Source: an optimization exercise on an open RTL-to-GDS flow (aim: small area and a short achievable clock period). Production flows keep margins and buffers that such runs may drop. In this exercise RTL edits were held to simulation tests only and were not proved equivalent to the original. Power and IR drop assume default switching activity.

==> flow/design.v <==
module duart_chan (
    input  wire       clk,
    input  wire       rst,         
    input  wire       rd_mr,       
    input  wire       rd_rhr,      
    input  wire       wr_mr,       
    input  wire       wr_csr,      
    input  wire       wr_cr,       
    input  wire [7:0] wdata,
    input  wire       rx_valid,    
    input  wire [7:0] rx_data,
    output wire [7:0] mr_rdata,    
    output wire [7:0] rhr_rdata,   
    output wire [7:0] status,      
    output wire [1:0] poll,        
    output wire       tx_en_o
);
    reg        rx_en;
    reg        tx_en;
    reg        mr_ptr;
    reg  [7:0] mr0, mr1;
    reg  [7:0] csr;
    reg  [7:0] rd_ptr;
    reg  [7:0] wr_ptr;
    reg  [2:0] phase;
    reg  [7:0] head [0:7];
    reg  [7:0] hv;                
    reg  [7:0] stg  [0:7];
    reg  [7:0] sv;                
    wire [7:0] count = wr_ptr - rd_ptr;
    wire empty = (count == 8'd0);
    assign mr_rdata  = mr_ptr ? mr1 : mr0;
    assign rhr_rdata = empty ? 8'h00 : head[rd_ptr[2:0]];
    assign status    = {4'b0000, tx_en, tx_en, (count > 8'd2), !empty};
    assign poll      = {!empty, tx_en};
    assign tx_en_o   = tx_en;
    wire [3:0] cmd = wdata[7:4];
    reg rx_en_cmd, tx_en_cmd;
    always @(*) begin
        rx_en_cmd = rx_en;
        if (wdata[0])      rx_en_cmd = 1'b1;
        else if (wdata[1]) rx_en_cmd = 1'b0;
        tx_en_cmd = tx_en;
        if (wdata[2])      tx_en_cmd = 1'b1;
        else if (wdata[3]) tx_en_cmd = 1'b0;
    end
    wire fifo_clear = wr_cr && (cmd == 4'h2);
    wire rx_en_after = fifo_clear ? 1'b0 : (wr_cr ? rx_en_cmd : rx_en);
    wire c_lt8  = (count < 8'd8);
    wire c_eq8  = (count == 8'd8);
    wire c_gt8  = (count > 8'd8);
    wire c_full = (count == 8'd255);
    wire       do_pop    = rd_rhr && !empty;      
    wire       rx_ok     = rx_valid && rx_en_after;
    wire       push_head = rx_ok && (fifo_clear || c_lt8 || (c_eq8 && rd_rhr));
    wire       push_stg  = rx_ok && !fifo_clear &&
                           (rd_rhr ? c_gt8 : (!c_lt8 && !c_full));
    wire       do_push   = push_head || push_stg;
    wire [2:0] wr_slot   = fifo_clear ? 3'd0 : wr_ptr[2:0];
    wire [7:0] wr_inc    = wr_ptr + 8'd1;
    wire [7:0] rd_inc    = rd_ptr + 8'd1;
    wire [2:0] r         = phase;
    wire       flush     = sv[r];
    wire [4:0] flush_row = (r < wr_ptr[2:0]) ? wr_ptr[7:3] : wr_ptr[7:3] - 5'd1;
    wire [7:0] stg_out   = stg[r];
    wire [2:0] rl       = rd_ptr[2:0];
    wire [4:0] ref_row  = (r > rl) ? rd_ptr[7:3] : rd_ptr[7:3] + 5'd1;
    wire [2:0] ref_off  = r - rl;
    wire       ref_pop  = (r == rl) && c_gt8;              
    wire       ref_idle = (r != rl) && !hv[r] && ({5'd0, ref_off} < count);
    wire       ref_en   = !fifo_clear && (ref_idle || (ref_pop && do_pop));
    wire [7:0] ins_out [0:31];
    genvar a;
    generate
        for (a = 0; a < 32; a = a + 1) begin : g_lane
            reg [63:0] sh;
            assign ins_out[a] = (flush && flush_row == a) ? stg_out : sh[7:0];
            always @(posedge clk)
                sh <= {ins_out[a], sh[63:8]};
        end
    endgenerate
    wire [7:0] ref_data = ins_out[ref_row];
    integer i;
    always @(posedge clk) begin
        if (rst) begin
            rd_ptr <= 8'd0;
            wr_ptr <= 8'd0;
            phase  <= 3'd0;
            hv     <= 8'd0;
            sv     <= 8'd0;
        end else begin
            phase <= phase + 3'd1;
            if (fifo_clear) begin
                rd_ptr <= 8'd0;
                wr_ptr <= {7'd0, do_push};
            end else begin
                if (do_pop)
                    rd_ptr <= rd_inc;
                if (do_push)
                    wr_ptr <= wr_inc;
            end
            for (i = 0; i < 8; i = i + 1) begin
                if (fifo_clear)
                    hv[i] <= 1'b0;
                else if (do_pop && rl == i)
                    hv[i] <= 1'b0;
                if (ref_en && r == i)
                    hv[i] <= 1'b1;
                if (push_head && wr_slot == i)
                    hv[i] <= 1'b1;
                if (fifo_clear || (flush && r == i))
                    sv[i] <= 1'b0;
                if (push_stg && wr_ptr[2:0] == i)
                    sv[i] <= 1'b1;
            end
        end
    end
    always @(posedge clk) begin
        for (i = 0; i < 8; i = i + 1) begin
            if (push_head && wr_slot == i)
                head[i] <= rx_data;
            else if (ref_en && r == i)
                head[i] <= ref_data;
            if (push_stg && wr_ptr[2:0] == i)
                stg[i] <= rx_data;
        end
    end
    always @(posedge clk) begin
        if (rst) begin
            rx_en  <= 1'b0;
            tx_en  <= 1'b0;
            mr_ptr <= 1'b0;
            mr0    <= 8'h00;
            mr1    <= 8'h00;
            csr    <= 8'h00;
        end else begin
            rx_en <= rx_en_after;
            if (wr_cr)
                tx_en <= tx_en_cmd;
            if (wr_mr) begin
                if (mr_ptr) mr1 <= wdata;
                else        mr0 <= wdata;
            end
            if (wr_csr)
                csr <= wdata;
            if (wr_cr && cmd == 4'h1)
                mr_ptr <= 1'b0;
            else if (rd_mr || wr_mr)
                mr_ptr <= 1'b1;
        end
    end
endmodule
module duart_timer (
    input  wire        clk,
    input  wire        rst,        
    input  wire [2:0]  mode,       
    input  wire [15:0] ctr,        
    input  wire        start,      
    input  wire        stop,       
    input  wire        eval,       
    output wire        fire        
);
    reg        started;
    reg        ack;
    reg [21:0] interval;
    reg [21:0] rem_next;
    wire at_cur  = (rem_next <= interval);
    wire at_next = (rem_next == 22'd0);
    assign fire = started && (at_next || (at_cur && !ack));
    wire advance = eval && started && at_next;
    wire        mode_ok = (mode == 3'b110) || (mode == 3'b111);
    wire [21:0] new_interval = (mode == 3'b111) ? {1'b0, ctr, 5'b00000}
                                                : {5'b00000, ctr, 1'b0};
    wire        start_ok = mode_ok && (ctr != 16'd0);
    wire [21:0] rem_next_dec = at_next ? 22'd0 : rem_next - 22'd1;
    always @(posedge clk) begin
        if (rst) begin
            started  <= 1'b0;
            ack      <= 1'b0;
            interval <= 22'd0;
            rem_next <= 22'd0;
        end else if (start) begin
            if (start_ok) begin
                started  <= 1'b1;
                ack      <= 1'b0;
                interval <= new_interval;
                rem_next <= {new_interval[20:0], 1'b0} - 22'd1;
            end else begin
                started  <= 1'b0;
                rem_next <= rem_next_dec;
            end
        end else begin
            if (advance) begin
                rem_next <= interval - 22'd1;
                ack      <= stop;
            end else begin
                rem_next <= rem_next_dec;
                if (stop)
                    ack <= 1'b1;
            end
        end
    end
endmodule
module irq_ctrl (
    input  wire        clk,
    input  wire        rst,
    input  wire        cfg_valid,   
    input  wire [3:0]  cfg_code,    
    input  wire [3:0]  cfg_level,
    input  wire [2:0]  cfg_src,
    output wire        cfg_ok,
    input  wire        duart_irq,   
    input  wire [7:1]  ext_irq,     
    output wire [2:0]  poll_level,  
    output wire        duart_polled,
    output wire        duart_present,
    input  wire [3:0]  vec_level,
    input  wire [7:0]  duart_vec,
    input  wire [55:0] ext_vec,     
    output wire [7:0]  vec_out
);
    localparam [2:0] SRC_DUART = 3'd0;
    reg [7:1] present;
    reg [7:1] enabled;
    reg [2:0] src [1:7];
    wire [7:1] active = present & enabled;
    integer l;
    wire [7:0]  src_irq = {ext_irq, duart_irq};
    wire [63:0] src_vec = {ext_vec, duart_vec};
    reg [7:1] req;
    reg [7:1] bound_duart;
    always @(*) begin
        for (l = 1; l <= 7; l = l + 1) begin
            bound_duart[l] = present[l] && (src[l] == SRC_DUART);
            req[l] = active[l] && src_irq[src[l]];
        end
    end
    assign poll_level[2] = |req[7:4];
    assign poll_level[1] = req[7] | req[6] | (~req[5] & ~req[4] & (req[3] | req[2]));
    assign poll_level[0] = req[7] | (~req[6] & (req[5] | (~req[4] & (req[3] | (~req[2] & req[1])))));
    assign duart_polled  = |(bound_duart & enabled);
    assign duart_present = |bound_duart;
    wire [7:1] vlvl;
    wire [7:1] clvl;
    genvar g;
    generate
        for (g = 1; g <= 7; g = g + 1) begin : g_lvl
            assign vlvl[g] = (vec_level == g);
            assign clvl[g] = (cfg_level == g);
        end
    endgenerate
    wire [7:1] vsel = vlvl & active;
    reg  [7:0] src_sel;      
    always @(*) begin
        src_sel = 8'd0;
        for (l = 1; l <= 7; l = l + 1)
            src_sel = src_sel | ({8{vsel[l]}} & (8'd1 << src[l]));
    end
    reg [7:0] vec_or;
    integer s;
    always @(*) begin
        vec_or = 8'h00;
        for (s = 0; s < 8; s = s + 1)
            vec_or = vec_or | ({8{src_sel[s]}} & src_vec[8*s +: 8]);
    end
    assign vec_out = (|vsel) ? vec_or : 8'h0F;
    wire op_add = (cfg_code == 4'd4);
    wire by_src = !cfg_code[0];                  
    wire op_rem = (cfg_code == 4'd5) || (cfg_code == 4'd6);
    wire op_en  = (cfg_code == 4'd7) || (cfg_code == 4'd8);
    wire op_dis = (cfg_code == 4'd9) || (cfg_code == 4'd10);
    reg [7:1] msrc;
    always @(*)
        for (l = 1; l <= 7; l = l + 1)
            msrc[l] = present[l] && (src[l] == cfg_src);
    wire [7:1] fsrc;
    assign fsrc[1] = msrc[1];
    generate
        for (g = 2; g <= 7; g = g + 1) begin : g_first
            assign fsrc[g] = msrc[g] && !(|msrc[g-1:1]);
        end
    endgenerate
    wire [7:1] flvl  = clvl & present;
    wire [7:1] found = by_src ? fsrc : flvl;
    wire [7:1] addv  = clvl & ~present;
    assign cfg_ok = op_add ? (|addv) : (by_src ? (|msrc) : (|flvl));
    always @(posedge clk) begin
        if (rst) begin
            present <= 7'b0001000;    
            enabled <= 7'b0001000;
            for (l = 1; l <= 7; l = l + 1)
                src[l] <= SRC_DUART;
        end else if (cfg_valid) begin
            for (l = 1; l <= 7; l = l + 1) begin
                if (op_add && addv[l]) begin
                    present[l] <= 1'b1;
                    enabled[l] <= 1'b1;
                    src[l]     <= cfg_src;
                end
                if (op_rem && found[l])
                    present[l] <= 1'b0;
                if (op_en && found[l])
                    enabled[l] <= 1'b1;
                if (op_dis && found[l])
                    enabled[l] <= 1'b0;
            end
        end
    end
endmodule
module mremu_duart_ic (
    input  wire        clk,
    input  wire        rst,
    input  wire        op_valid,
    input  wire [3:0]  op_code,
    input  wire [3:0]  op_addr,
    input  wire [7:0]  op_data,
    input  wire [2:0]  op_src,
    output reg         rd_valid,
    output reg  [7:0]  rd_data,
    output reg  [2:0]  ipl,
    input  wire        rx_a_valid,
    input  wire [7:0]  rx_a_data,
    input  wire        rx_b_valid,
    input  wire [7:0]  rx_b_data,
    input  wire        ip_we,
    input  wire [7:0]  ip_data,
    input  wire [7:1]  ext_irq,
    input  wire [55:0] ext_vec,
    output reg         tx_valid,
    output reg         tx_chan,
    output reg  [7:0]  tx_data,
    output wire [7:0]  op_pins
);
    localparam OP_READ   = 4'd0;
    localparam OP_WRITE  = 4'd1;
    localparam OP_POLL   = 4'd2;
    localparam OP_VECTOR = 4'd3;
    localparam OP_RESET  = 4'd11;
    wire is_read   = op_valid && (op_code == OP_READ);
    wire is_write  = op_valid && (op_code == OP_WRITE);
    wire is_poll   = op_valid && (op_code == OP_POLL);
    wire is_vector = op_valid && (op_code == OP_VECTOR);
    wire is_cfg    = op_valid && (op_code >= 4'd4) && (op_code <= 4'd10);
    wire is_icrst  = op_valid && (op_code == OP_RESET);
    reg        standby;
    reg  [7:0] ivr;
    reg  [7:0] imr;
    reg  [7:0] acr;
    reg [15:0] ctr;
    reg  [7:0] opr;
    reg  [5:0] ip_value;
    reg  [5:0] ip_changes;
    assign op_pins = ~opr;
    wire duart_present;
    wire duart_rst = rst || (is_icrst && duart_present);
    wire rd = is_read  && !standby;
    wire wr = is_write && !standby;
    wire [3:0] ra = op_addr;
    wire wake = is_write && standby && (ra == 4'h2 || ra == 4'hA) && (op_data[7:4] == 4'hD);
    wire [7:0] mr_a, rhr_a, sr_a, mr_b, rhr_b, sr_b;
    wire [1:0] poll_a, poll_b;
    wire       tx_en_a, tx_en_b;
    duart_chan u_chan_a (
        .clk(clk), .rst(duart_rst),
        .rd_mr(rd && ra == 4'h0), .rd_rhr(rd && ra == 4'h3),
        .wr_mr(wr && ra == 4'h0), .wr_csr(wr && ra == 4'h1), .wr_cr(wr && ra == 4'h2),
        .wdata(op_data),
        .rx_valid(rx_a_valid), .rx_data(rx_a_data),
        .mr_rdata(mr_a), .rhr_rdata(rhr_a), .status(sr_a), .poll(poll_a), .tx_en_o(tx_en_a)
    );
    duart_chan u_chan_b (
        .clk(clk), .rst(duart_rst),
        .rd_mr(rd && ra == 4'h8), .rd_rhr(rd && ra == 4'hB),
        .wr_mr(wr && ra == 4'h8), .wr_csr(wr && ra == 4'h9), .wr_cr(wr && ra == 4'hA),
        .wdata(op_data),
        .rx_valid(rx_b_valid), .rx_data(rx_b_data),
        .mr_rdata(mr_b), .rhr_rdata(rhr_b), .status(sr_b), .poll(poll_b), .tx_en_o(tx_en_b)
    );
    wire duart_polled;
    wire timer_fire;
    wire isr_read  = rd && (ra == 4'h2 || ra == 4'h5);
    wire timer_eval = isr_read || (is_poll && duart_polled && !standby);
    duart_timer u_timer (
        .clk(clk), .rst(duart_rst),
        .mode(acr[6:4]), .ctr(ctr),
        .start(rd && ra == 4'hE), .stop(rd && ra == 4'hF),
        .eval(timer_eval),
        .fire(timer_fire)
    );
    wire [7:0] isr = {|(ip_changes[3:0] & acr[3:0]), 1'b0, poll_b, timer_fire, 1'b0, poll_a};
    wire       duart_irq = !standby && ((isr & imr) != 8'h00);
    wire [2:0] poll_level;
    wire [7:0] vec_out;
    wire       cfg_ok;
    irq_ctrl u_ic (
        .clk(clk), .rst(rst),
        .cfg_valid(is_cfg), .cfg_code(op_code), .cfg_level(op_addr), .cfg_src(op_src),
        .cfg_ok(cfg_ok),
        .duart_irq(duart_irq), .ext_irq(ext_irq),
        .poll_level(poll_level), .duart_polled(duart_polled), .duart_present(duart_present),
        .vec_level(op_addr), .duart_vec(ivr), .ext_vec(ext_vec),
        .vec_out(vec_out)
    );
    reg [7:0] bus_rdata;
    always @(*) begin
        case (ra)
            4'h0: bus_rdata = mr_a;
            4'h1: bus_rdata = sr_a;
            4'h2: bus_rdata = isr & imr;
            4'h3: bus_rdata = rhr_a;
            4'h4: bus_rdata = {ip_changes[3:0], ip_value[3:0]};
            4'h5: bus_rdata = isr;
            4'h6: bus_rdata = ctr[15:8];
            4'h7: bus_rdata = ctr[7:0];
            4'h8: bus_rdata = mr_b;
            4'h9: bus_rdata = sr_b;
            4'hB: bus_rdata = rhr_b;
            4'hC: bus_rdata = ivr;
            4'hD: bus_rdata = {2'b00, ip_value};
            default: bus_rdata = 8'h00;
        endcase
        if (standby)
            bus_rdata = 8'h00;
    end
    reg [7:0] result;
    always @(*) begin
        case (op_code)
            OP_READ:   result = bus_rdata;
            OP_POLL:   result = {5'b00000, poll_level};
            OP_VECTOR: result = vec_out;
            4'd4, 4'd5, 4'd6, 4'd7, 4'd8, 4'd9, 4'd10:
                       result = {7'b0000000, cfg_ok};
            default:   result = 8'h00;
        endcase
    end
    wire cr_write = wr && (ra == 4'h2 || ra == 4'hA);
    always @(posedge clk) begin
        if (rst) begin
            standby <= 1'b0;
            ip_value <= 6'd0;
        end else begin
            if (wake)
                standby <= 1'b0;
            else if (cr_write && op_data[7:4] == 4'hC)
                standby <= 1'b1;
            if (ip_we)
                ip_value <= ip_data[5:0];
        end
    end
    always @(posedge clk) begin
        if (duart_rst) begin
            ivr <= 8'h0F;
            imr <= 8'h00;
            acr <= 8'h00;
            ctr <= 16'h0000;
            opr <= 8'h00;
        end else if (wr) begin
            case (ra)
                4'h4: acr <= op_data;
                4'h5: imr <= op_data;
                4'h6: ctr[15:8] <= op_data;
                4'h7: ctr[7:0] <= op_data;
                4'hC: ivr <= op_data;
                4'hE: opr <= opr | op_data;
                4'hF: opr <= opr & ~op_data;
                default: ;
            endcase
        end
    end
    always @(posedge clk) begin
        if (rst)
            ip_changes <= 6'd0;
        else if (ip_we)
            ip_changes <= ip_value ^ ip_data[5:0];
        else if (duart_rst || (rd && ra == 4'h4))
            ip_changes <= 6'd0;
    end
    always @(posedge clk) begin
        if (rst) begin
            rd_valid <= 1'b0;
            rd_data  <= 8'h00;
            ipl      <= 3'd0;
            tx_valid <= 1'b0;
            tx_chan  <= 1'b0;
            tx_data  <= 8'h00;
        end else begin
            rd_valid <= op_valid;
            rd_data  <= result;
            if (is_poll)
                ipl <= poll_level;
            tx_valid <= 1'b0;
            if (wr && ra == 4'h3 && tx_en_a) begin
                tx_valid <= 1'b1;
                tx_chan  <= 1'b0;
                tx_data  <= op_data;
            end
            if (wr && ra == 4'hB && tx_en_b) begin
                tx_valid <= 1'b1;
                tx_chan  <= 1'b1;
                tx_data  <= op_data;
            end
        end
    end
endmodule
==> flow/run.sh <==
#!/bin/bash
# synth_recipe.tcl (not shown) runs the flow's synth.tcl, then flattens the netlist and writes it again
# the make line also repeats each setting of config.mk as NAME=value (left out here)
make -C /OpenROAD-flow-scripts/flow DESIGN_CONFIG=/design/flow/config.mk WORK_HOME=/design/flow/orfs CLKGATE_MAP_FILE= SYNTH_SCRIPT=/design/flow/synth_recipe.tcl finish
==> flow/config.mk <==
export PLATFORM = sky130hd
export DESIGN_NAME = mremu_duart_ic
export DESIGN_NICKNAME = mremu_duart_ic
export VERILOG_FILES = /design/flow/design.v
export SDC_FILE = /design/flow/constraint.sdc
export NUM_CORES = 4
export LEC_CHECK = 0
export ABC_AREA = 1
export CAP_MARGIN = 20
export CORE_MARGIN = 2
export CORE_UTILIZATION = 60
export SETUP_SLACK_MARGIN = 5
export SLEW_MARGIN = 20
export SYNTH_MEMORY_MAX_BITS = 8192
export TNS_END_PERCENT = 100
==> flow/constraint.sdc <==
create_clock -name core_clock -period 10.0 [get_ports {clk}]
set_input_delay 2.0000 -clock core_clock [delete_from_list [all_inputs] [get_ports {clk}]]
set_output_delay 2.0000 -clock core_clock [all_outputs]
set_load 0.01 [all_outputs]
==> key figures, run 1 <==
Status
  – Status: complete, no violations

Setup path
  – WS Path Type: in -> reg
  – Worst endpoint data arrival time: 5660 ps
  – Worst EP required: 10750 ps
  – Worst-path maximum fanout: 10
  – Critical Path Source Type: primary input
  – Critical Path Sink Type: flop

Yosys
  – Syn Std Cell Area: ~120000 um^2
  – EDFF count, synth: between 200 and 300
  – Top_reg_cell synth: dfxtp_1
  – Cells after Synth: about 10000
  – #FFs+latches synth: 4617
  – Syn Nets: 10588
  – Netlist cell types: 66
  – Syn Area/Cell: 11.7 um^2
  – Ys async rst share: 0
  – Yosys warnings: 7
  – Sequential-to-total area share from yosys stat: 0.780

Routing
  – DR iter-0 viols: roughly 5600
  – Vias per std cell: 5.09
  – WL final: 268000 um
  – TritonRoute pass-1 iters: 8
  – Via count: roughly 70000
  – Per-cell routed wire length: roughly 19 um
  – DRC viols: 0
  – Final ANT Viol Nets: 0

CTS
  – Total CTS buffers: 422
  – Worst-path clk slew: 60 ps
  – CTS tree: yes
  – Max clock buf depth: 4
  – CTS H-tree lvls: 5
  – Sink Count: 4617
  – CTS Hold Bufs: 0
  – CTS Root Cell: clkbuf_16
  – Clock Latency Late Sink: 980 ps

STA
  – RSZ-0062 raised after global routing: yes
  – Setup violators final: 0
  – Period Utilization, post-route: 0.490
  – Setup TNS: 0 ps
  – Final slew viol count: 0
  – Final hold slack: 246 ps
  – Worst-margin pin slew: between 1000 and 1500 ps
  – FMAX: 204 MHz
  – Min setup slack post-route: 5100 ps
  – Final min period: 4900 ps
  – Max-slew headroom: 0.212
  – Clock Skews: 104 ps
  – Final Hold Viols: 0

Finish
  – Share of cells above drive strength 1: 0.0930
  – Area Growth Syn to Fin: 15.7%
  – Commonest non-fill, non-tap cells in the layout: 4357 x dfxtp_1, 2490 x nand2_1, 500 x inv_1
  – Most common cell after layout, fill and taps aside: dfxtp_1
  – NumNets Final: 10999
  – Post-layout util: 0.698

Placement
  – Final HPWL DP: about 170000 um
  – Placer Congestion: 0.912
  – PortBufs: 139
  – Pre-CTS setup slack: 3330 ps

Die
  – Core area: 202000 um^2
  – Starting Density: 0.603
  – I/O Pins: between 100 and 150
  – FP Rows: about 170
  – Die height: 455 um
  – Overall die width: 455 um
  – Die Footprint: 207000 um^2

Power
  – Pleak: 58.4 nW
  – Worst VDD drop: 202 uV
  – PwrDens: 262 nW/um^2

Global routing
  – Largest net degree at the start of global routing: between 80 and 90
  – GRT Util Overall: 0.256
  – Total grt overflow: 0
  – Initial antenna violation count: 1
  – Vias in the first global route: 68529
  – First-pass GRT wire length: 405000 um

Hold path
  – Worst hold path type: reg -> reg

Run
  – Max-cap violations: 0
## kinds of logic (layout without fill, tap and decap cells)
kind of cell	Yosys count	count (layout)	share of synthesized area
buffers and inverters	791	1527	0.0256
AND/OR/NAND/NOR	3795	3795	0.130
adder cells (fa/ha/maj)	97	97	0.0102
flip-flops	4617	4617	0.780
multiplexers	13	13	0.00117
XOR/XNOR	66	66	0.00533
AO/OA/AOI/OAI	1000	1000	0.0477
other	0	2	0
## layout make-up
cell class | instances | area, um^2
inverter | 554 | 2120
clock inverter | 152 | 1710
fill | 14274 | 61000
multi-input combinational | 4971 | 24400
sequential | 4617 | 95000
timing repair buffer | 224 | 2130
antenna | 2 | 5.00
tap | 2672 | 3340
clock buffer | 597 | 12200
## sequential cells by signal, indices dropped and copies added (netlist names), 16 cells and up, named ones only
| name | cells |
|---|---|
| u_timer.rem_next | 22 |
| u_timer.interval | 20 |
| u_ic.src | 21 |
| ctr | 16 |
| u_chan_a.head | 64 |
| u_chan_b.g_lane.sh | 2048 |
| u_chan_a.g_lane.sh | 2048 |
| u_chan_b.head | 64 |
| u_chan_a.stg | 64 |
| u_chan_b.stg | 64 |
## power by group
part           total (W)  switching, W  internal [W]
clock network     0.0159       0.00658       0.00931
registers         0.0196      0.000235        0.0194
logic            0.00145       0.00105      0.000400
## stage by stage
stage	power, W	std cells	area, um^2
2_1_floorplan	0.0207	10379	122000
3_3_place_gp	0.0213	13012	126000
3_5_place_dp	0.0214	13012	126000
4_1_cts	0.0372	13777	141000
5_1_grt	0.0381	13789	141000
6_report	0.0370	13789	141000
## path summary, 6_finish.rpt
| check | from | endpoint | slack [ps] | cells after the start |
|---|---|---|---|---|
| worst max-delay path | op_addr[0] | rd_data[0]$_SDFF_PP0_ | 5100 | 15 |
| worst min-delay path | u_chan_a.g_lane[12].sh[57]$_DFF_P_ | u_chan_a.g_lane[12].sh[49]$_DFF_P_ | 250 | 0 |
| worst max register to register | u_chan_b.rd_ptr[2]$_SDFFE_PP0P_ | u_chan_b.head[5][4]$_DFFE_PP_ | 5180 | 17 |
| worst min register to register | u_chan_a.g_lane[12].sh[57]$_DFF_P_ | u_chan_a.g_lane[12].sh[49]$_DFF_P_ | 250 | 0 |
## synthesized netlist by cell type (all sizes together) (19+ instances only)
library cell / number / area (um^2)
dfxtp: 4361 / 87300
nand2: 2552 / 9690
inv: 538 / 2020
nand3: 492 / 2570
nor2: 490 / 1980
o21ai: 449 / 2260
a21oi: 274 / 1370
edfxtp: 256 / 7690
clkbuf: 141 / 529
nand4: 128 / 807
buf: 96 / 504
ha: 93 / 1160
nor3: 86 / 500
xor2: 55 / 553
o22ai: 47 / 294
a221oi: 46 / 403
o211ai: 36 / 289
a22o: 28 / 245
or2: 24 / 150
a211oi: 19 / 143
## critical path: stages
cell and delay, ps:
clkdlybuf4s50_1 590, nand2_2 370, inv_1 140, nand2_1 390, nor2_1 160, nand2_1 180, o22ai_1 180, nor3_1 180
o2111ai_1 490, nand2_1 180, nand4_1 110, o31ai_1 410, nand2_1 90, nor2_1 100, a21oi_1 70
## routing by layer
layer	track usage	wire length, um	vias to the layer above
met4	0.103	10100	0
met2	0.410	123000	1882
met5	0	0	-
met3	0.0354	12300	538
li1	-	-	34339
met1	0.354	123000	33402
## what timing repair did
action	in CTS	in global routing
setup endpoints to repair	339	276
pin swaps	13	10
cloned	1	0
resized for setup	88	60
buffers inserted	15	8
==> inputs of run 2 (changes only) <==
--- a/flow/design.v
+++ b/flow/design.v
@@ -22,16 +22,20 @@
     reg  [7:0] csr;
     reg  [7:0] rd_ptr;
     reg  [7:0] wr_ptr;
+    reg  [7:0] count;
     reg  [2:0] phase;
     reg  [7:0] head [0:7];
     reg  [7:0] hv;                
     reg  [7:0] stg  [0:7];
     reg  [7:0] sv;                
-    wire [7:0] count = wr_ptr - rd_ptr;
-    wire empty = (count == 8'd0);
+    reg        fl_q;              
+    reg  [4:0] fl_row;            
+    reg  [4:0] rf_row;            
+    reg  [7:0] win;               
+    reg  empty, c_lt8, c_eq8, c_gt8, c_full, c_gt2;
     assign mr_rdata  = mr_ptr ? mr1 : mr0;
     assign rhr_rdata = empty ? 8'h00 : head[rd_ptr[2:0]];
-    assign status    = {4'b0000, tx_en, tx_en, (count > 8'd2), !empty};
+    assign status    = {4'b0000, tx_en, tx_en, c_gt2, !empty};
     assign poll      = {!empty, tx_en};
     assign tx_en_o   = tx_en;
     wire [3:0] cmd = wdata[7:4];
@@ -46,74 +50,107 @@
     end
     wire fifo_clear = wr_cr && (cmd == 4'h2);
     wire rx_en_after = fifo_clear ? 1'b0 : (wr_cr ? rx_en_cmd : rx_en);
-    wire c_lt8  = (count < 8'd8);
-    wire c_eq8  = (count == 8'd8);
-    wire c_gt8  = (count > 8'd8);
-    wire c_full = (count == 8'd255);
-    wire       do_pop    = rd_rhr && !empty;      
+    wire       do_pop    = rd_rhr && !empty;
     wire       rx_ok     = rx_valid && rx_en_after;
-    wire       push_head = rx_ok && (fifo_clear || c_lt8 || (c_eq8 && rd_rhr));
-    wire       push_stg  = rx_ok && !fifo_clear &&
-                           (rd_rhr ? c_gt8 : (!c_lt8 && !c_full));
+    wire       push_head = rx_ok && (c_lt8 || (c_eq8 && rd_rhr));
+    wire       push_stg  = rx_ok && (rd_rhr ? c_gt8 : (!c_lt8 && !c_full));
     wire       do_push   = push_head || push_stg;
-    wire [2:0] wr_slot   = fifo_clear ? 3'd0 : wr_ptr[2:0];
-    wire [7:0] wr_inc    = wr_ptr + 8'd1;
-    wire [7:0] rd_inc    = rd_ptr + 8'd1;
-    wire [2:0] r         = phase;
-    wire       flush     = sv[r];
-    wire [4:0] flush_row = (r < wr_ptr[2:0]) ? wr_ptr[7:3] : wr_ptr[7:3] - 5'd1;
-    wire [7:0] stg_out   = stg[r];
+    wire [2:0] wr_slot   = wr_ptr[2:0];
+    reg  [7:0] count_inc, count_dec;
+    integer k;
+    always @(*) begin
+        for (k = 0; k < 8; k = k + 1) begin
+            count_inc[k] = count[k] ^ ((count & ((8'd1 << k) - 8'd1)) == ((8'd1 << k) - 8'd1));
+            count_dec[k] = count[k] ^ ((count & ((8'd1 << k) - 8'd1)) == 8'd0);
+        end
+    end
+    wire [5:0] flags_inc = {1'b0, count < 8'd7, count == 8'd7, count > 8'd7,
+                            count == 8'd254, count > 8'd1};
+    wire [5:0] flags_dec = {count == 8'd1, count < 8'd9, count == 8'd9, count > 8'd9,
+                            1'b0, count > 8'd3};
+    wire [7:0] wr_inc = wr_ptr + 8'd1;
+    wire [7:0] rd_inc = rd_ptr + 8'd1;
+    wire [2:0] r       = phase;
+    wire [7:0] stg_out = stg[r];
     wire [2:0] rl       = rd_ptr[2:0];
-    wire [4:0] ref_row  = (r > rl) ? rd_ptr[7:3] : rd_ptr[7:3] + 5'd1;
-    wire [2:0] ref_off  = r - rl;
     wire       ref_pop  = (r == rl) && c_gt8;              
-    wire       ref_idle = (r != rl) && !hv[r] && ({5'd0, ref_off} < count);
+    wire       ref_idle = (r != rl) && !hv[r] && win[r];
     wire       ref_en   = !fifo_clear && (ref_idle || (ref_pop && do_pop));
-    wire [7:0] ins_out [0:31];
+    wire       bypass   = fl_q && (fl_row == rf_row);
+    wire [2:0] r1        = phase + 3'd1;
+    wire       stg_r1    = push_stg && (wr_slot == r1);
+    wire [4:0] pend_row  = (r1 < wr_ptr[2:0]) ? wr_ptr[7:3] : wr_ptr[7:3] - 5'd1;
+    wire [4:0] rf_row0   = (r1 > rd_ptr[2:0]) ? rd_ptr[7:3] : rd_ptr[7:3] + 5'd1;
+    wire [4:0] rf_row1   = (r1 > rd_inc[2:0]) ? rd_inc[7:3] : rd_inc[7:3] + 5'd1;
+    wire [4:0] rf_rowc   = (r1 != 3'd0) ? 5'd0 : 5'd1;
+    wire [7:0] lane_out [0:31];
     genvar a;
     generate
         for (a = 0; a < 32; a = a + 1) begin : g_lane
             reg [63:0] sh;
-            assign ins_out[a] = (flush && flush_row == a) ? stg_out : sh[7:0];
+            wire ins = fl_q && (fl_row == a);
+            assign lane_out[a] = sh[7:0];
             always @(posedge clk)
-                sh <= {ins_out[a], sh[63:8]};
+                sh <= {ins ? stg_out : sh[7:0], sh[63:8]};
         end
     endgenerate
-    wire [7:0] ref_data = ins_out[ref_row];
+    wire [7:0] ref_data = bypass ? stg_out : lane_out[rf_row];
     integer i;
     always @(posedge clk) begin
         if (rst) begin
             rd_ptr <= 8'd0;
             wr_ptr <= 8'd0;
+            count  <= 8'd0;
+            {empty, c_lt8, c_eq8, c_gt8, c_full, c_gt2} <= 6'b110000;
+            win    <= 8'd0;
             phase  <= 3'd0;
             hv     <= 8'd0;
             sv     <= 8'd0;
+            fl_q   <= 1'b0;
         end else begin
-            phase <= phase + 3'd1;
+            phase <= r1;
             if (fifo_clear) begin
                 rd_ptr <= 8'd0;
-                wr_ptr <= {7'd0, do_push};
+                wr_ptr <= 8'd0;
+                count  <= 8'd0;
+                {empty, c_lt8, c_eq8, c_gt8, c_full, c_gt2} <= 6'b110000;
             end else begin
                 if (do_pop)
                     rd_ptr <= rd_inc;
                 if (do_push)
                     wr_ptr <= wr_inc;
+                if (do_pop) begin
+                    if (!do_push) begin
+                        count <= count_dec;
+                        {empty, c_lt8, c_eq8, c_gt8, c_full, c_gt2} <= flags_dec;
+                    end
+                end else if (do_push) begin
+                    count <= count_inc;
+                    {empty, c_lt8, c_eq8, c_gt8, c_full, c_gt2} <= flags_inc;
+                end
             end
             for (i = 0; i < 8; i = i + 1) begin
-                if (fifo_clear)
-                    hv[i] <= 1'b0;
-                else if (do_pop && rl == i)
+                if (fifo_clear || (do_pop && rl == i))
                     hv[i] <= 1'b0;
                 if (ref_en && r == i)
                     hv[i] <= 1'b1;
                 if (push_head && wr_slot == i)
                     hv[i] <= 1'b1;
-                if (fifo_clear || (flush && r == i))
+                if (fifo_clear || (fl_q && r == i))
                     sv[i] <= 1'b0;
-                if (push_stg && wr_ptr[2:0] == i)
+                if (push_stg && wr_slot == i)
                     sv[i] <= 1'b1;
+                if (fifo_clear)
+                    win[i] <= 1'b0;
+                else if (do_pop && rl == i)
+                    win[i] <= c_gt8;
+                if (push_head && wr_slot == i)
+                    win[i] <= 1'b1;
             end
+            fl_q <= !fifo_clear && (stg_r1 || sv[r1]);
         end
+        fl_row <= stg_r1 ? wr_ptr[7:3] : pend_row;
+        rf_row <= fifo_clear ? rf_rowc : (do_pop ? rf_row1 : rf_row0);
     end
     always @(posedge clk) begin
         for (i = 0; i < 8; i = i + 1) begin
@@ -121,7 +158,7 @@
                 head[i] <= rx_data;
             else if (ref_en && r == i)
                 head[i] <= ref_data;
-            if (push_stg && wr_ptr[2:0] == i)
+            if (push_stg && wr_slot == i)
                 stg[i] <= rx_data;
         end
     end
@@ -340,17 +377,18 @@
     wire is_write  = op_valid && (op_code == OP_WRITE);
     wire is_poll   = op_valid && (op_code == OP_POLL);
     wire is_vector = op_valid && (op_code == OP_VECTOR);
-    wire is_cfg    = op_valid && (op_code >= 4'd4) && (op_code <= 4'd10);
+    wire is_cfg    = op_valid && (op_code[3] ? (!op_code[2] && !(op_code[1] && op_code[0]))
+                                             : op_code[2]);
     wire is_icrst  = op_valid && (op_code == OP_RESET);
     reg        standby;
     reg  [7:0] ivr;
     reg  [7:0] imr;
     reg  [7:0] acr;
     reg [15:0] ctr;
-    reg  [7:0] opr;
+    reg  [7:0] opr_n;      
     reg  [5:0] ip_value;
     reg  [5:0] ip_changes;
-    assign op_pins = ~opr;
+    assign op_pins = opr_n;
     wire duart_present;
     wire duart_rst = rst || (is_icrst && duart_present);
     wire rd = is_read  && !standby;
@@ -453,7 +491,7 @@
             imr <= 8'h00;
             acr <= 8'h00;
             ctr <= 16'h0000;
-            opr <= 8'h00;
+            opr_n <= 8'hFF;
         end else if (wr) begin
             case (ra)
                 4'h4: acr <= op_data;
@@ -461,8 +499,8 @@
                 4'h6: ctr[15:8] <= op_data;
                 4'h7: ctr[7:0] <= op_data;
                 4'hC: ivr <= op_data;
-                4'hE: opr <= opr | op_data;
-                4'hF: opr <= opr & ~op_data;
+                4'hE: opr_n <= opr_n & ~op_data;
+                4'hF: opr_n <= opr_n | op_data;
                 default: ;
             endcase
         end
==> flow/flow/run.sh (new file) <==
#!/bin/bash
# Layout flow: the standard ORFS flow (standard.sh, unchanged synthesis)
# with three changes to how the layout is made:
#  - timing repair aims at a 6.6 ns setup margin, i.e. below the 10 ns period
#    that the constraints require (which are left as they are);
#  - the clock tree uses clkbuf_16 throughout, with sink clusters of up to 30
#    flip-flops within 60 um;
#  - the port buffers (every input and output still gets one) are buf_2.
# Make's full output goes to flow.log here; each ORFS step also writes its
# own log under orfs/logs/.
set -euo pipefail
CTS="-sink_clustering_enable -repair_clock_nets"
CTS="$CTS -root_buf sky130_fd_sc_hd__clkbuf_16 -tree_buf sky130_fd_sc_hd__clkbuf_16"
CTS="$CTS -sink_clustering_buffer sky130_fd_sc_hd__clkbuf_16 -buf_list {sky130_fd_sc_hd__clkbuf_16}"
CTS="$CTS -sink_clustering_size 30 -sink_clustering_max_diameter 60"
bash standard.sh \
  SETUP_SLACK_MARGIN=6.6 \
  "BUFFER_PORTS_ARGS=-buffer_cell sky130_fd_sc_hd__buf_2" \
  "CTS_ARGS=$CTS" \
  finish > flow.log 2>&1
==> flow/standard.sh (new file) <==
#!/bin/bash
# synth_recipe.tcl (not shown) runs the flow's synth.tcl, then flattens the netlist and writes it again
# the make line also repeats each setting of config.mk as NAME=value (left out here)
make -C /OpenROAD-flow-scripts/flow DESIGN_CONFIG=/design/flow/config.mk WORK_HOME=/design/flow/orfs CLKGATE_MAP_FILE= SYNTH_SCRIPT=/design/flow/synth_recipe.tcl "${@:-finish}"
--- a/flow/config.mk
+++ b/flow/config.mk
@@ -9,7 +9,6 @@
 export CAP_MARGIN = 20
 export CORE_MARGIN = 2
 export CORE_UTILIZATION = 60
-export SETUP_SLACK_MARGIN = 5
 export SLEW_MARGIN = 20
 export SYNTH_MEMORY_MAX_BITS = 8192
 export TNS_END_PERCENT = 100
removed: flow/run.sh
==> run 2 against run 1 <==
Effect of this change:
- still clean on timing, DRC and antenna
- via count decreased by 0.52%
- sequential power is 4% higher
- first-iteration DRC count up 2.9%
- largest cell class unchanged
==> key figures, run 2 <==
Status
  – Status: complete, no violations (unchanged)

Finish
  – Share of cells above drive strength 1: 0.117 (was 0.0930)
  – Fillers: 14999 (was 14274)
  – Commonest non-fill, non-tap cells in the layout: 4407 x dfxtp_1, 1655 x nand2_1, 660 x inv_1 (was 4357 x dfxtp_1, 2490 x nand2_1, 500 x inv_1)
  – Most common cell after layout, fill and taps aside: dfxtp_1 (unchanged)
  – NumNets Final: 10776 (was 10999)
  – Top Registers: u_chan_a.g_lane.sh (2048), u_chan_b.g_lane.sh (2048) (unchanged)
  – Area Growth Syn to Fin: 13.1% (was 15.7%)

Placement
  – Placer Congestion: 0.942 (was 0.912)
  – PortBufs: 139 (unchanged)
  – Final HPWL DP: 180000 um (was 173000 um)

STA
  – FMAX: 284 MHz (was 204 MHz)
  – Period Utilization, post-route: 0.352 (was 0.490)
  – RSZ-0062 raised after global routing: yes (unchanged)
  – Max-slew headroom: 0.255 (was 0.212)
  – Final Hold Viols: 0 (unchanged)
  – Setup TNS: 0 ps (unchanged)
  – Worst-margin pin slew: 1090 ps (was 1170 ps)
  – Clock Skews: 46.2 ps (was 104 ps)
  – Final min period: 3520 ps (was 4900 ps)
  – Setup violators final: 0 (unchanged)
  – Final slew viol count: 0 (unchanged)

Setup path
  – Worst-path maximum fanout: 5 (was 10)
  – R2R Path End: u_chan_b.head[6][1]$_DFFE_PP_ (was u_chan_b.head[5][4]$_DFFE_PP_)
  – Critical Path Source Type: primary input (unchanged)
  – Crit path max-delay cell type: nor2_4 (was clkdlybuf4s50_1)
  – Worst EP required: 10770 ps (was 10750 ps)
  – Reg2reg path depth: 12 (was 17)
  – Reg-to-reg setup timing slack: 6590 ps (was 5180 ps)
  – Max incr delay on CP: 220 ps (was 590 ps)
  – Critical Path Sink Type: flop (unchanged)
  – Crit path from: op_addr[3] (was op_addr[0])
  – WS Path Type: in -> reg (unchanged)
  – Worst endpoint data arrival time: 4290 ps (was 5660 ps)
  – Crit path cell chain: buf_8 > clkinvlp_4 > buf_12 > nand2_8 > nor2_4 > buf_6 > buf_6 > nand2_8 > inv_8 > nand2_4 > a22oi_2 > nor2_4 > buf_12 > nand2_8 > buf_12 > clkinv_8 > nand4_1 > nand2_4 > nor2_4 > nand3_2 > xnor2_1 (was clkdlybuf4s50_1 > nand2_2 > inv_1 > nand2_1 > nor2_1 > nand2_1 > o22ai_1 > nor3_1 > o2111ai_1 > nand2_1 > nand4_1 > o31ai_1 > nand2_1 > nor2_1 > a21oi_1)
  – Reg-to-reg startpoint: u_chan_b.rf_row[4]$_SDFF_PP0_ (was u_chan_b.rd_ptr[2]$_SDFFE_PP0P_)
  – CP endpoint: u_chan_a.fl_row[4]$_DFF_P_ (was rd_data[0]$_SDFF_PP0_)

Yosys
  – Cells after Synth: 10174 (was 10379)
  – Synth top area cells: dfxtp_1 72%, edfxtp_1 6.3%, nand2_1 5.3% (was dfxtp_1 72%, nand2_1 7.7%, edfxtp_1 6.3%)
  – Post-synth top area share: 0.722 (was 0.717)
  – Sequential-to-total area share from yosys stat: 0.785 (was 0.780)
  – Top_reg_cell synth: dfxtp_1 (unchanged)
  – Main combinational cell family by area after synthesis: simple AND/OR/NAND/NOR gates (unchanged)
  – Syn Area/Cell: 12.1 um^2 (was 11.7 um^2)
  – Simple-Gate Fraction of Synth Area: 0.0907 (was 0.130)
  – Ys async rst share: 0 (unchanged)
  – Syn Std Cell Area: 123000 um^2 (was 122000 um^2)
  – EDFF count, synth: 256 (unchanged)
  – Syn Nets: 10373 (was 10588)
  – Netlist cell types: 72 (was 66)
  – Xor/xnor cell area share of the yosys netlist: 0.00471 (was 0.00533)
  – Most frequent cell after synthesis: dfxtp_1 (unchanged)
  – Post-synth top area cell: dfxtp_1 (unchanged)
  – Yosys warnings: 7 (unchanged)
  – Most frequent cells after synthesis: 4427 x dfxtp_1, 1735 x nand2_1, 760 x o21ai_0 (was 4361 x dfxtp_1, 2514 x nand2_1, 511 x inv_1)
  – Post-Synth Adder-Cell Area: 0.00887 (was 0.0102)
  – Post-synthesis compound-gate area fraction: 0.0800 (was 0.0477)
  – #FFs+latches synth: 4683 (was 4617)
  – Post-synthesis mux area share: 0.000336 (was 0.00117)

Run
  – Max-cap violations: 0 (unchanged)

Power
  – Pleak: 55.8 nW (was 58.4 nW)
  – Tot Pwr: 0.0325 W (was 0.0370 W)
  – PwrDens: 234 nW/um^2 (was 262 nW/um^2)
  – Worst VDD drop: 190 uV (was 202 uV)

Die
  – Die Footprint: 208000 um^2 (was 207000 um^2)
  – Die height: 456 um (was 455 um)
  – Core area: 204000 um^2 (was 202000 um^2)
  – FP Rows: 166 (was 165)
  – I/O Pins: 142 (unchanged)
  – Overall die width: 456 um (was 455 um)
  – Starting Density: 0.602 (was 0.603)

Routing
  – Via count: 69796 (was 70161)
  – WL final: 272000 um (was 268000 um)
  – DR iter-0 viols: 5767 (was 5606)
  – Vias per std cell: 5.22 (was 5.09)
  – TritonRoute pass-1 iters: 6 (was 8)
  – Final ANT Viol Nets: 0 (unchanged)
  – Per-cell routed wire length: 20.3 um (was 19.4 um)
  – Met2 WL: 125000 um (was 123000 um)
  – DRC viols: 0 (unchanged)
  – Max Used Layer: met5 (was met4)
  – WL met3: 12800 um (was 12300 um)
  – M1 WL: 126000 um (was 123000 um)

CTS
  – CTS tree: yes (unchanged)
  – CTS H-tree lvls: 4 (was 5)
  – Clock Latency Late Sink: 880 ps (was 980 ps)
  – Worst-path clk slew: 100 ps (was 60 ps)
  – CTS Root Cell: clkbuf_16 (unchanged)
  – Sink Count: 4683 (was 4617)
  – Max clock buf depth: 3 (was 4)
  – Total CTS buffers: 210 (was 422)
  – CTS Hold Bufs: 0 (unchanged)

Hold path
  – Worst hold path type: reg -> reg (unchanged)

Global routing
  – Vias in the first global route: 66665 (was 68529)
  – First-pass GRT wire length: 404000 um (was 405000 um)
  – Initial antenna violation count: 9 (was 1)
  – Total grt overflow: 0 (unchanged)
  – Largest net degree at the start of global routing: 70 (was 83)
  – GRT Util Overall: 0.253 (was 0.256)
run 2: cell count changes after synthesis, moves of 55 or more:
cell     delta
o21a_1     +70
nand3_1   -219
a21oi_1    +57
o21ai_1    -55
o21ai_0   +404
inv_1     +187
dfxtp_1    +66
nand2_1   -779
run 2: timing repair:
item | 4_1_cts | 5_1_grt
buffers inserted | 120 | 116
resized for setup | 251 | 277
hold endpoints to repair | 0 | 0
pin swaps | 73 | 100
gates cloned | 10 | 8
endpoints found under the setup margin | 1001 | 514
run 2: report_power, final:
part	leakage, nW	internal [W]	switching, W
logic	14.3	0.000643	0.00139
registers	38.1	0.0199	0.000366
clock network	3.33	0.00433	0.00583
total	55.8	0.0249	0.00759
run 2: worst min path at each step:
stage | startpoint | endpoint | slack, ps | cells past startpoint
after floorplan | u_chan_a.g_lane[0].sh[8]$_DFF_P_ | u_chan_a.g_lane[0].sh[0]$_DFF_P_ | 310 | 0
after global placement | u_chan_b.g_lane[0].sh[34]$_DFF_P_ | u_chan_b.g_lane[0].sh[26]$_DFF_P_ | 310 | 0
after detailed placement | u_chan_a.g_lane[10].sh[11]$_DFF_P_ | u_chan_a.g_lane[10].sh[3]$_DFF_P_ | 310 | 0
after CTS | u_chan_a.g_lane[18].sh[45]$_DFF_P_ | u_chan_a.g_lane[18].sh[37]$_DFF_P_ | 310 | 0
after global routing | u_chan_a.g_lane[18].sh[45]$_DFF_P_ | u_chan_a.g_lane[18].sh[37]$_DFF_P_ | 310 | 0
final | u_chan_a.g_lane[18].sh[45]$_DFF_P_ | u_chan_a.g_lane[18].sh[37]$_DFF_P_ | 300 | 0
run 2: layout make-up:
class	count	area, um^2	area share
Clock buffer	215	5380	0.0388
Timing Repair Buffer	434	3970	0.0286
Timing Repair inverter	5	37.5	0.000270
Inverter	728	3030	0.0218
Tap cell	2688	3360	0.0242
Antenna cell	8	20.0	0.000144
Clock inverter	103	1370	0.00988
Sequential cell	4683	96300	0.694
Multi-Input combinational cell	4515	25300	0.182
run 2: routing by layer:
metal	up-vias	global-route usage
met5	-	0
met3	488	0.0318
met2	1789	0.404
li1	34023	-
met4	4	0.0837
met1	33492	0.360
run 2: cells by family (layout without fill, tap and decap cells):
group | Yosys count | after routing
adders and majority gates | 87 | 87
xor gates and xnor gates | 66 | 66
other | 0 | 8
and+or+nand+nor | 2693 | 2700
muxes | 4 | 4
buffers and inverters | 983 | 1485
DFF | 4683 | 4683
AOI/OAI and AO/OA | 1658 | 1658
run 2: stage by stage:
stage / setup slack (ps) / cell area, um^2 / hold WS, ps / cells / util
CTS: 6490 / 137000 / 313 / 13247 / 0.669
finish: 6480 / 139000 / 302 / 13379 / 0.681
detailed placement: 4570 / 127000 / 312 / 12799 / 0.624
floorplan: 6010 / 124000 / 310 / 10174 / -
global route: 6430 / 139000 / 310 / 13378 / 0.681
global placement: 4620 / 127000 / 309 / 12799 / 0.624
run 2: worst max-delay path: cells and delay by family:
kind | cells | cell delay (ps)
AO/OA/AOI/OAI | 1 | 210
buffers and inverters | 9 | 940
XOR/XNOR | 1 | 120
AND/OR/NAND/NOR | 10 | 1010
==> inputs of run 3 (changes only) <==
--- a/flow/design.v
+++ b/flow/design.v
@@ -20,8 +20,8 @@
     reg        mr_ptr;
     reg  [7:0] mr0, mr1;
     reg  [7:0] csr;
-    reg  [7:0] rd_ptr;
-    reg  [7:0] wr_ptr;
+    reg  [8:0] rd_ptr;            
+    reg  [8:0] wr_ptr;            
     reg  [7:0] count;
     reg  [2:0] phase;
     reg  [7:0] head [0:7];
@@ -30,7 +30,9 @@
     reg  [7:0] sv;                
     reg        fl_q;              
     reg  [4:0] fl_row;            
+    reg        fl_lap;
     reg  [4:0] rf_row;            
+    reg        rf_lap;
     reg  [7:0] win;               
     reg  empty, c_lt8, c_eq8, c_gt8, c_full, c_gt2;
     assign mr_rdata  = mr_ptr ? mr1 : mr0;
@@ -68,25 +70,32 @@
                             count == 8'd254, count > 8'd1};
     wire [5:0] flags_dec = {count == 8'd1, count < 8'd9, count == 8'd9, count > 8'd9,
                             1'b0, count > 8'd3};
-    wire [7:0] wr_inc = wr_ptr + 8'd1;
-    wire [7:0] rd_inc = rd_ptr + 8'd1;
+    wire [5:0] wr_lane      = wr_ptr[8:3];
+    wire [5:0] rd_lane      = rd_ptr[8:3];
+    wire [5:0] wr_lane_next = (wr_lane[4:0] == 5'd30) ? {!wr_lane[5], 5'd0} : wr_lane + 6'd1;
+    wire [5:0] wr_lane_prev = (wr_lane[4:0] == 5'd0) ? {!wr_lane[5], 5'd30} : wr_lane - 6'd1;
+    wire [5:0] rd_lane_next = (rd_lane[4:0] == 5'd30) ? {!rd_lane[5], 5'd0} : rd_lane + 6'd1;
+    wire [8:0] wr_inc = (wr_ptr[2:0] == 3'd7) ? {wr_lane_next, 3'd0} : {wr_lane, wr_ptr[2:0] + 3'd1};
+    wire [8:0] rd_inc = (rd_ptr[2:0] == 3'd7) ? {rd_lane_next, 3'd0} : {rd_lane, rd_ptr[2:0] + 3'd1};
+    wire [5:0] rdi_lane      = rd_inc[8:3];
+    wire [5:0] rdi_lane_next = (rdi_lane[4:0] == 5'd30) ? {!rdi_lane[5], 5'd0} : rdi_lane + 6'd1;
     wire [2:0] r       = phase;
     wire [7:0] stg_out = stg[r];
     wire [2:0] rl       = rd_ptr[2:0];
     wire       ref_pop  = (r == rl) && c_gt8;              
     wire       ref_idle = (r != rl) && !hv[r] && win[r];
     wire       ref_en   = !fifo_clear && (ref_idle || (ref_pop && do_pop));
-    wire       bypass   = fl_q && (fl_row == rf_row);
+    wire       bypass   = fl_q && (fl_row == rf_row) && (fl_lap == rf_lap);
     wire [2:0] r1        = phase + 3'd1;
     wire       stg_r1    = push_stg && (wr_slot == r1);
-    wire [4:0] pend_row  = (r1 < wr_ptr[2:0]) ? wr_ptr[7:3] : wr_ptr[7:3] - 5'd1;
-    wire [4:0] rf_row0   = (r1 > rd_ptr[2:0]) ? rd_ptr[7:3] : rd_ptr[7:3] + 5'd1;
-    wire [4:0] rf_row1   = (r1 > rd_inc[2:0]) ? rd_inc[7:3] : rd_inc[7:3] + 5'd1;
-    wire [4:0] rf_rowc   = (r1 != 3'd0) ? 5'd0 : 5'd1;
-    wire [7:0] lane_out [0:31];
+    wire [5:0] pend_row  = (r1 < wr_ptr[2:0]) ? wr_lane : wr_lane_prev;
+    wire [5:0] rf_row0   = (r1 > rd_ptr[2:0]) ? rd_lane : rd_lane_next;
+    wire [5:0] rf_row1   = (r1 > rd_inc[2:0]) ? rdi_lane : rdi_lane_next;
+    wire [5:0] rf_rowc   = (r1 != 3'd0) ? 6'd0 : 6'd1;
+    wire [7:0] lane_out [0:30];
     genvar a;
     generate
-        for (a = 0; a < 32; a = a + 1) begin : g_lane
+        for (a = 0; a < 31; a = a + 1) begin : g_lane
             reg [63:0] sh;
             wire ins = fl_q && (fl_row == a);
             assign lane_out[a] = sh[7:0];
@@ -98,8 +107,8 @@
     integer i;
     always @(posedge clk) begin
         if (rst) begin
-            rd_ptr <= 8'd0;
-            wr_ptr <= 8'd0;
+            rd_ptr <= 9'd0;
+            wr_ptr <= 9'd0;
             count  <= 8'd0;
             {empty, c_lt8, c_eq8, c_gt8, c_full, c_gt2} <= 6'b110000;
             win    <= 8'd0;
@@ -110,8 +119,8 @@
         end else begin
             phase <= r1;
             if (fifo_clear) begin
-                rd_ptr <= 8'd0;
-                wr_ptr <= 8'd0;
+                rd_ptr <= 9'd0;
+                wr_ptr <= 9'd0;
                 count  <= 8'd0;
                 {empty, c_lt8, c_eq8, c_gt8, c_full, c_gt2} <= 6'b110000;
             end else begin
@@ -149,8 +158,8 @@
             end
             fl_q <= !fifo_clear && (stg_r1 || sv[r1]);
         end
-        fl_row <= stg_r1 ? wr_ptr[7:3] : pend_row;
-        rf_row <= fifo_clear ? rf_rowc : (do_pop ? rf_row1 : rf_row0);
+        {fl_lap, fl_row} <= stg_r1 ? wr_lane : pend_row;
+        {rf_lap, rf_row} <= fifo_clear ? rf_rowc : (do_pop ? rf_row1 : rf_row0);
     end
     always @(posedge clk) begin
         for (i = 0; i < 8; i = i + 1) begin
@@ -199,44 +208,46 @@
 );
     reg        started;
     reg        ack;
-    reg [21:0] interval;
-    reg [21:0] rem_next;
-    wire at_cur  = (rem_next <= interval);
-    wire at_next = (rem_next == 22'd0);
+    reg [15:0] ctr_l;
+    reg        div16;
+    reg [21:0] q;
+    wire [21:0] interval = div16 ? {1'b0, ctr_l, 5'b00000} : {5'b00000, ctr_l, 1'b0};
+    wire at_next = (q[21:1] == 21'd0);
+    wire at_cur  = (q[21:1] <= interval[21:1]);
     assign fire = started && (at_next || (at_cur && !ack));
     wire advance = eval && started && at_next;
-    wire        mode_ok = (mode == 3'b110) || (mode == 3'b111);
-    wire [21:0] new_interval = (mode == 3'b111) ? {1'b0, ctr, 5'b00000}
-                                                : {5'b00000, ctr, 1'b0};
+    wire        mode_ok  = (mode == 3'b110) || (mode == 3'b111);
     wire        start_ok = mode_ok && (ctr != 16'd0);
-    wire [21:0] rem_next_dec = at_next ? 22'd0 : rem_next - 22'd1;
+    wire [21:0] new_q    = mode[0] ? {ctr, 6'b000000} : {4'b0000, ctr, 2'b00};
+    wire [21:0] q_dec = at_next ? q : q - 22'd1;
     always @(posedge clk) begin
         if (rst) begin
-            started  <= 1'b0;
-            ack      <= 1'b0;
-            interval <= 22'd0;
-            rem_next <= 22'd0;
+            started <= 1'b0;
+            ack     <= 1'b0;
         end else if (start) begin
             if (start_ok) begin
-                started  <= 1'b1;
-                ack      <= 1'b0;
-                interval <= new_interval;
-                rem_next <= {new_interval[20:0], 1'b0} - 22'd1;
+                started <= 1'b1;
+                ack     <= 1'b0;
             end else begin
-                started  <= 1'b0;
-                rem_next <= rem_next_dec;
+                started <= 1'b0;
             end
         end else begin
-            if (advance) begin
-                rem_next <= interval - 22'd1;
-                ack      <= stop;
-            end else begin
-                rem_next <= rem_next_dec;
-                if (stop)
-                    ack <= 1'b1;
-            end
+            if (advance)
+                ack <= stop;
+            else if (stop)
+                ack <= 1'b1;
         end
     end
+    always @(posedge clk) begin
+        if (!rst && start && start_ok) begin
+            ctr_l <= ctr;
+            div16 <= mode[0];
+            q     <= new_q;
+        end else if (!rst && !start && advance)
+            q <= interval;
+        else
+            q <= q_dec;
+    end
 endmodule
 module irq_ctrl (
     input  wire        clk,
==> run 3 against run 2 <==
Effect of this change:
- still clean
- global-route usage rose by 0.17 points
- register-to-register slack barely moved
- non-clock buffer count rose by 32
- final cell count fell by 1.8%
- worst setup slack got worse by 87 ps
- cell area fell by 1.2%
- clock power fell by 4%
- maximum frequency fell by 2.4%
- routed wire length rose by 0.28%
- hold slack improved by 2.0 ps
- critical path depth fell by 6
- sequential power fell by 2%
- critical path type unchanged
==> key figures, run 3 <==
Finish
  – Area Growth Syn to Fin: 14.0% (was 13.1%)
  – Post-Layout Inst Area: 137000 um^2 (was 139000 um^2)
  – Share of cells above drive strength 1: 0.140 (was 0.117)
  – Post-layout util: 0.687 (was 0.681)
  – Most common cell after layout, fill and taps aside: dfxtp_1 (unchanged)
  – NumNets Final: 10569 (was 10776)
  – Fillers: 14411 (was 14999)
  – Commonest non-fill, non-tap cells in the layout: 4235 x dfxtp_1, 1328 x nand2_1, 746 x inv_1 (was 4407 x dfxtp_1, 1655 x nand2_1, 660 x inv_1)
  – Top Registers: u_chan_a.g_lane.sh (1984), u_chan_b.g_lane.sh (1984) (was u_chan_a.g_lane.sh (2048), u_chan_b.g_lane.sh (2048))

Global routing
  – GRT Util Overall: 0.255 (was 0.253)
  – Vias in the first global route: 65496 (was 66665)
  – Total grt overflow: 0 (unchanged)
  – Largest net degree at the start of global routing: 51 (was 70)
  – Initial antenna violation count: 10 (was 9)
  – First-pass GRT wire length: 395000 um (was 404000 um)

Yosys
  – Cells after Synth: 9900 (was 10174)
  – Synth top area cells: dfxtp_1 71%, edfxtp_1 7.4%, nand2_1 4.6% (was dfxtp_1 72%, edfxtp_1 6.3%, nand2_1 5.3%)
  – Post-synth top area cell: dfxtp_1 (unchanged)
  – Yosys warnings: 7 (unchanged)
  – Ys async rst share: 0 (unchanged)
  – EDFF count, synth: 295 (was 256)
  – Most frequent cell after synthesis: dfxtp_1 (unchanged)
  – Sequential-to-total area share from yosys stat: 0.783 (was 0.785)
  – #FFs+latches synth: 4560 (was 4683)
  – Syn Area/Cell: 12.2 um^2 (was 12.1 um^2)
  – Netlist cell types: 74 (was 72)
  – Syn Std Cell Area: 120000 um^2 (was 123000 um^2)
  – Most frequent cells after synthesis: 4265 x dfxtp_1, 1472 x nand2_1, 802 x inv_1 (was 4427 x dfxtp_1, 1735 x nand2_1, 760 x o21ai_0)
  – Top_reg_cell synth: dfxtp_1 (unchanged)
  – Syn Nets: 10103 (was 10373)
  – Post-synth top area share: 0.709 (was 0.722)

Placement
  – Placer Congestion: 0.923 (was 0.942)
  – Final HPWL DP: 177000 um (was 180000 um)
  – Post-placement cell area: 125000 um^2 (was 127000 um^2)
  – PortBufs: 139 (unchanged)

Power
  – Pleak: 55.9 nW (was 55.8 nW)
  – PwrDens: 236 nW/um^2 (was 234 nW/um^2)
  – Cell Int Power: 0.0246 W (was 0.0249 W)
  – Clock share of power: 0.302 (was 0.312)
  – Tot Pwr: 0.0324 W (was 0.0325 W)
  – Switching power: 0.00779 W (was 0.00759 W)
  – Gate power share: 0.085 (was 0.063)
  – Worst VDD drop: 213 uV (was 190 uV)
  – Net Sw Frac: 0.241 (was 0.233)
  – Sequential Power Share: 0.613 (was 0.625)

CTS
  – Max clock buf depth: 3 (unchanged)
  – CTS Root Cell: clkbuf_16 (unchanged)
  – CTS Hold Bufs: 0 (unchanged)
  – CTS tree: yes (unchanged)
  – CTS H-tree lvls: 4 (unchanged)
  – Total CTS buffers: 203 (was 210)
  – Clock Latency Late Sink: 880 ps (about the same)
  – Sink Count: 4560 (was 4683)
  – Worst-path clk slew: 100 ps (about the same)

STA
  – Max-slew headroom: 0.0544 (was 0.255)
  – Final slew viol count: 0 (unchanged)
  – FMAX: 277 MHz (was 284 MHz)
  – RSZ-0062 raised after global routing: yes (unchanged)
  – Setup violators final: 0 (unchanged)
  – Final Hold Viols: 0 (unchanged)
  – Clock Skews: 35.2 ps (was 46.2 ps)
  – Final hold slack: 304 ps (was 302 ps)
  – Worst-margin pin slew: 1410 ps (was 1090 ps)
  – Period Utilization, post-route: 0.361 (was 0.352)
  – Final min period: 3610 ps (was 3520 ps)
  – Setup TNS: 0 ps (unchanged)

Die
  – Core area: 200000 um^2 (was 204000 um^2)
  – I/O Pins: 142 (unchanged)
  – Overall die width: 452 um (was 456 um)
  – FP Rows: 164 (was 166)
  – Starting Density: 0.603 (was 0.602)
  – Die height: 452 um (was 456 um)
  – Die Footprint: 204000 um^2 (was 208000 um^2)

Setup path
  – Critical Path Sink Type: flop (unchanged)
  – Max incr delay on CP: 260 ps (was 220 ps)
  – Worst endpoint data arrival time: 4220 ps (was 4290 ps)
  – Worst-path maximum fanout: 7 (was 5)
  – Crit path cell chain: buf_8 > clkinv_8 > nor3_4 > nand3_4 > nor3_4 > buf_6 > a22oi_2 > buf_6 > nor2_4 > nand2_8 > buf_6 > nor2_4 > clkinv_4 > nand2_2 > o21ai_1 (was buf_8 > clkinvlp_4 > buf_12 > nand2_8 > nor2_4 > buf_6 > buf_6 > nand2_8 > inv_8 > nand2_4 > a22oi_2 > nor2_4 > buf_12 > nand2_8 > buf_12 > clkinv_8 > nand4_1 > nand2_4 > nor2_4 > nand3_2 > xnor2_1)
  – WS Path Type: in -> reg (unchanged)
  – Crit path max-delay cell type: nor2_4 (unchanged)
  – Worst EP required: 10610 ps (was 10770 ps)
  – Critical Path Source Type: primary input (unchanged)
  – Most used cell along the critical path: buf_6
  – Reg-to-reg setup timing slack: 6600 ps (was 6590 ps)

Routing
  – DRC viols: 0 (unchanged)
  – Per-cell routed wire length: 20.7 um (was 20.3 um)
  – Max Used Layer: met4 (was met5)
  – TritonRoute pass-1 iters: 9 (was 6)
  – M1 WL: 121000 um (was 126000 um)
  – WL met3: 13500 um (was 12800 um)
  – Final ANT Viol Nets: 0 (unchanged)
  – DR iter-0 viols: 5367 (was 5767)
  – Met2 WL: 126000 um (was 125000 um)
  – WL final: 272000 um (about the same)
  – Vias per std cell: 5.25 (was 5.22)
  – Via count: 68938 (was 69796)

Status
  – Status: complete, no violations (unchanged)

Run
  – Max-cap violations: 0 (unchanged)

Hold path
  – Worst hold path type: reg -> reg (unchanged)
## run 3: path summary, 6_finish.rpt
kind	depth (start not counted)	from	endpoint
min	0	u_chan_b.g_lane[4].sh[45]$_DFF_P_	u_chan_b.g_lane[4].sh[37]$_DFF_P_
max	15	op_valid	u_chan_b.head[6][0]$_DFFE_PP_
min reg2reg	0	u_chan_b.g_lane[4].sh[45]$_DFF_P_	u_chan_b.g_lane[4].sh[37]$_DFF_P_
max reg2reg	11	u_chan_b.rd_ptr[0]$_SDFFE_PP0P_	rd_data[4]$_SDFF_PP0_
## run 3: power groups by stage
stage | sequential [W] | clock, W | combinational, W
6_report | 0.0199 | 0.00978 | 0.00274
5_1_grt | 0.0200 | 0.0106 | 0.00293
4_1_cts | 0.0199 | 0.00998 | 0.00240
3_5_place_dp | 0.0203 | 0 | 0.00215
3_3_place_gp | 0.0202 | 0 | 0.00210
2_1_floorplan | 0.0201 | 0 | 0.00120
## run 3: kinds of logic after synthesis
kind of cell / Yosys count / synth area share
flip-flops: 4560 / 0.783
AND/OR/NAND/NOR: 2423 / 0.0842
AO/OA/AOI/OAI: 1671 / 0.0842
buffers and inverters: 1091 / 0.0342
adder cells (fa/ha/maj): 91 / 0.00946
multiplexers: 33 / 0.00303
XOR/XNOR: 31 / 0.00225
## run 3: repair_timing
item	CTS	global route
buffers inserted	89	147
gates cloned	13	28
endpoints found under the hold margin	0	0
endpoints found under the setup margin	884	531
resized for setup	313	587
pin swaps	63	152
## run 3: routing by layer
metal / GRT usage / vias to the layer above
met5: 0 / -
met1: 0.348 / 32957
met4: 0.103 / 0
li1: - / 33349
met3: 0.0316 / 624
met2: 0.415 / 2008
## run 3: stage by stage
stage	setup WS [ps]	std cells
floorplan	6040	9900
global placement	4470	12540
detailed placement	4440	12540
CTS	6470	12957
global route	6340	13138
finish	6390	13139
## run 3: worst max-delay path, delay by kind of cell
family                 cells  cell delay (ps)
AOI/OAI and AO/OA          2              150
buffers and inverters      6              750
and+or+nand+nor            7             1290
## run 3: final cells by class
class | count | area, um^2 | share of cell area
Inverter | 847 | 3590 | 0.0261
Antenna cell | 7 | 17.5 | 0.000128
Timing Repair Buffer | 466 | 3960 | 0.0289
Clock buffer | 207 | 5180 | 0.0378
Clock inverter | 108 | 1270 | 0.00926
Timing Repair inverter | 7 | 51.3 | 0.000374
Multi-Input combinational cell | 4281 | 25500 | 0.186
Sequential cell | 4560 | 94300 | 0.687
Tap cell | 2656 | 3320 | 0.0242

## port drivers added, routing unchanged
The flow's constraints put no driver on any port. The routed layouts listed below were extracted and timed again, unchanged, in two steps. Step 1, drivers: a clkbuf_16 drives clk and a buf_2 each remaining input, both assumed. Step 2 moves the port delays by t, midway between the first and last clock arrival at a register: inputs arrive t later, outputs are due t later. That takes back most of the time a late clock gives input paths. a / b / c = ideal ports / drivers / drivers and shift; a / b = the first two.
| run | t, ns | setup slack, ns | latest minus earliest clock arrival (ns) | slew at the worst register clock pin (ns) |
|---|---|---|---|---|
| run 1 | 1.025 | 5.099 / 5.156 / 4.131 | 0.108 / 0.108 | 0.07 / 0.07 |
| run 2 | 0.945 | 6.479 / 6.485 / 5.540 | 0.051 / 0.051 | 0.11 / 0.11 |
| run 3 | 0.947 | 6.393 / 6.389 / 5.442 | 0.038 / 0.038 | 0.11 / 0.11 |
After both steps every run listed still meets setup and hold. For run 1, which loses most, drivers alone change the setup slack by +0.057 ns; drivers and shift together by -0.968 ns.
